This is an optimization exercise on Yosys and OpenROAD, whose aim is small area, not a production implementation. Function was checked by simulation only, so behaviour that the tests miss may differ from the original. Power is estimated from default activity; no workload was simulated.

// stepper_sequencer
module stepper_sequencer (
    input  wire        clk,
    input  wire        rst,           
    input  wire        cmd_valid,
    output wire        cmd_ready,
    input  wire [47:0] cmd,
    output wire        rsp_valid,
    output wire [39:0] rsp,
    output reg         ser_latch,
    output reg         ser_data,
    output reg         ser_clk,
    output wire [7:0]  duty_a1,
    output wire [7:0]  duty_b1,
    output wire [7:0]  duty_a2,
    output wire [7:0]  duty_b2,
    output wire        delay_req,
    output wire [31:0] delay_ms,
    input  wire        delay_ack
);
==> flow/config.mk <==
export PLATFORM = sky130hd
export DESIGN_NAME = stepper_sequencer
export DESIGN_NICKNAME = stepper_sequencer
export VERILOG_FILES = /design/flow/design.v
export SDC_FILE = /design/flow/constraint.sdc
export NUM_CORES = 4
export LEC_CHECK = 0
export CAP_MARGIN = 20
export CORE_MARGIN = 2
export CORE_UTILIZATION = 65
export PLACE_DENSITY = 0.75
export SLEW_MARGIN = 20
==> flow/constraint.sdc <==
create_clock -name core_clock -period 22.0 [get_ports {clk}]
set_input_delay 4.4000 -clock core_clock [delete_from_list [all_inputs] [get_ports {clk}]]
set_output_delay 4.4000 -clock core_clock [all_outputs]
set_load 0.01 [all_outputs]
standard.sh (not shown) runs the stock make flow with config.mk's settings and CLKGATE_MAP_FILE= SYNTH_SCRIPT=/design/flow/synth_recipe.tcl, a recipe that flattens the netlist after the stock synthesis.
==> flow/flow/run.sh <==
#!/bin/bash
# Own layout flow: the standard ORFS flow, with
#  - synthesis by the standard flow's own script (synth_recipe.tcl, unchanged), except that
#    ABC maps the logic with an area-oriented script (flow/area.abc); ABC runs
#    after the flip-flops are mapped, so the registers are those of the
#    standard synthesis; the adder cells are left to ABC too (no ADDER_MAP_FILE),
#  - port buffers of the smallest buffer cell (every port still gets its buffer),
#  - one tie cell per constant instead of one per constant load,
#  - a clock tree without dummy loads, built from clkbuf_8 clusters of at most 14 sinks.
# The full make output goes to run_make.log in the work folder; ORFS's own
# per-step logs stay under orfs/logs.
set -euo pipefail
W=$(pwd)
{
  cat <<EOF
proc abc {args} {
  set i [lsearch -exact \$args -script]
  if { \$i >= 0 } { lset args [expr {\$i + 1}] $W/flow/area.abc }
  yosys abc {*}\$args
}
EOF
  cat "$W/synth_recipe.tcl"
} > "$W/own_synth.tcl"
CTS="-sink_clustering_enable -repair_clock_nets -dont_use_dummy_load -buf_list sky130_fd_sc_hd__clkbuf_8 -sink_clustering_size 14 -sink_clustering_max_diameter 60"
bash standard.sh \
  "SYNTH_SCRIPT=$W/own_synth.tcl" \
  "BUFFER_PORTS_ARGS=-buffer_cell sky130_fd_sc_hd__buf_1" \
  "CTS_ARGS=$CTS" \
  SKIP_REPAIR_TIE_FANOUT=1 \
  ADDER_MAP_FILE= \
  finish > run_make.log 2>&1
==> flow/flow/area.abc <==
strash
&get -n
&deepsyn -J 50
&put
dch -f
amap -m
topo
Edit:
--- a/flow/design.v
+++ b/flow/design.v
@@ -40,15 +40,15 @@
     reg        dirb;     
     reg [1:0]  sty;      
     reg [31:0] imm;
     reg [3:0]  mcnt;     
     reg [4:0]  cnt;      
     reg [4:0]  ph;       
     reg        run;      
-    reg        lp;       
+    reg [4:0]  ip;       
     reg        fp;       
     reg [26:0] sc;       
     reg        prev;     
     reg        cy;       
     reg        sub;      
     reg        bw;       
     reg        mdone;    
@@ -103,15 +103,15 @@
     wire       remtap = ps ? rem1[0] : rem0[0];
     wire       micro  = (sty == 2'd0);
     wire       new_op = (op == O_NEW);
     wire s_div  = (st == S_DIV);
     wire s_load = (st == S_LOAD);
     wire first  = (cnt == 5'd0);
     wire c_le10 = ~cnt[4] & (~cnt[3] | (~cnt[2] & ~(cnt[1] & cnt[0])));    
-    wire loop_act = lp | (cnt == 5'd0);
+    wire loop_act = (cnt != 5'd0) | (ip == 5'd0);
     wire s_cor  = (st == S_LOOP) & loop_act & run & c_le10;    
     wire m1k    = s_load | s_cor;                     
     wire a_end  = (cnt == 5'd10);                     
     wire p_end  = (cnt == 5'd26);                     
     wire sqtap  = ps ? sq1[0] : sq0[0];
     wire ustap  = ps ? us1[0] : us0[0];
     wire k60    = SIXTY_MILLION[ph];
@@ -126,20 +126,19 @@
     wire dv_bit = m1k ? kbit : imm[0];
     wire b_bit  = radd ? sc[16] : rsub ? ~kbit : s_cor ? (dv_bit & ~sub) : (dv_bit ^ sub);
     wire c_in   = first ? (rsub | (sub & ~s_cor & ~radd)) : cy;
     wire s_bit  = a_bit ^ b_bit ^ c_in;
     wire c_out  = (a_bit & b_bit) | (a_bit & c_in) | (b_bit & c_in);
     wire q_bit  = ~s_bit & (m1k | ~(imm[0] | (|imm[31:27])));
     reg [4:0] ld_k;
-    reg [4:0] ld_c;
     always @(*) begin
         case (sty)
-            2'd3:    begin ld_k = 5'd1; ld_c = 5'd3;  end
-            2'd0:    begin ld_k = 5'd4; ld_c = 5'd18; end
-            default: begin ld_k = 5'd0; ld_c = 5'd30; end
+            2'd3:    ld_k = 5'd1;
+            2'd0:    ld_k = 5'd4;
+            default: ld_k = 5'd0;
         endcase
     end
     wire       odd = curpos[3];
     wire       d1  = micro;
     wire       d8  = (sty == 2'd1 && odd) || (sty == 2'd2 && !odd) || (sty == 2'd3);
     wire       d16 = (sty == 2'd1 && !odd) || (sty == 2'd2 && odd);
     wire [5:0] delta = {1'b0, d16, d8, 2'b00, d1};
@@ -253,15 +252,15 @@
                         4'd1, 4'd2: st <= S_DIV;
                         4'd4:       st <= S_LOAD;
                         default:    st <= S_TX;
                     endcase
                 end
                 S_DIV: if (p_end && ph == 5'd0) st <= S_RESP;
                 S_LOAD: if (p_end && ph == ld_k) st <= S_LOOP;
-                S_LOOP: if (lp && cnt == 5'd31) begin
+                S_LOOP: if (cnt == 5'd31) begin
                     if (main_more || (micro && !home)) st <= S_TX;
                     else st <= S_RESP;
                 end
                 S_TX: begin
                     if (cnt == 5'd26 && op == O_LW) st <= S_RESP;
                     if (cnt == 5'd28) st <= (op == O_STEP) ? S_P1 : S_RESP;
                 end
@@ -311,21 +310,19 @@
         ph  <= (rst | (ph == 5'd0)) ? 5'd25 : ph - 5'd1;
         sq0 <= {(sq_w & ~ps) ? q_bit : sq0[0], sq0[25:1]};
         sq1 <= {(sq_w &  ps) ? q_bit : sq1[0], sq1[25:1]};
         us0 <= {(us_w & ~ps) ? us_bit : us0[0], us0[25:1]};
         us1 <= {(us_w &  ps) ? us_bit : us1[0], us1[25:1]};
     end
     always @(posedge clk) begin
-        if (s_div | s_load)
-            cnt <= ~p_end ? cnt + 5'd1 : (s_load & (ph == ld_k)) ? ld_c : 5'd0;
-        else if ((st == S_IDLE) || (st == S_RESP))
-            cnt <= 5'd0;
-        else
+        if ((s_div | s_load) ? ~p_end : ((st == S_TX) || ((st == S_LOOP) & loop_act)))
             cnt <= cnt + 5'd1;
-        lp <= (st == S_LOOP) & loop_act & (cnt != 5'd31);
+        else
+            cnt <= 5'd0;
+        ip <= (st == S_IDLE) ? 5'd0 : ip + 5'd1;
         if (st == S_IDLE) begin
             run <= 1'b0;
             fp  <= 1'b1;
         end else if (s_div | s_load) begin
             if (s_load) run <= 1'b1;
             if (p_end) fp <= 1'b0;
         end else if ((st == S_LOOP) & loop_act & a_end)
@@ -350,15 +347,15 @@
             op    <= c_op[2:0];
             rc    <= c_rc;
             ps    <= c_ps;
             dirb  <= c_dir[1];
             sty   <= c_sty[1:0];
             mcnt  <= 4'd0;
             mdone <= 1'b0;
-        end else if (st == S_LOOP && lp && cnt == 5'd31) begin
+        end else if (st == S_LOOP && cnt == 5'd31) begin
             if (micro && main_more) mcnt <= mcnt - 4'd1;
             if (!main_more) mdone <= 1'b1;
         end
         if (nz_en) begin
             if (c_ps) nz1 <= ~z_imm; else nz0 <= ~z_imm;
         end
         if (rem_en) begin
Effect: The changed run ran to the end with no violations. Critical path depth is lower by 9. Core utilization is higher by 0.54 points. Worst hold slack gains 0.013 ns. Flip-flop and latch count is higher by 4. Synthesized area is higher by 1.4%. Final cell count is higher by 0.92%. Count of clock-buffer cells in the layout is higher by 1. Clock power is higher by about 3%. Final area is higher by 1.5%. Clock skew is higher by 0.0080 ns. Synthesized cell count is higher by 1.1%. Setup slack gains 0.26 ns. Maximum frequency is higher by 3.5%. Via count is higher by 1.3%.

==> port drivers added, routing unchanged <==
How much do the figures lean on ideal ports? The routed layouts below were timed once more, with nothing changed but the port constraints.
Step 1: set_driving_cell puts a clkbuf_16 on clk and a buf_2 on each other input, an assumption about the parent block.
Step 2 adds t to the input delays and takes it off the output delays; t is the mean of the earliest and latest rising clock arrival at the registers after step 1. Input paths then give back, and output paths get back, about the clock's delay inside the block.
Three values: ideal, step 1, step 2; two values: the first two.
| run | shift t [ns] | setup WS [ns] | clock arrival spread, ns |
|---|---|---|---|
| the first run | 0.552 | 14.321 / 14.339 / 13.787 | 0.050 / 0.050 |
| the second run | 0.550 | 14.577 / 14.540 / 14.085 | 0.060 / 0.060 |
After both steps setup and hold are still met in every run listed. The setup slack of the first run, which loses most, moves by +0.018 ns with the drivers and by -0.534 ns with both steps.
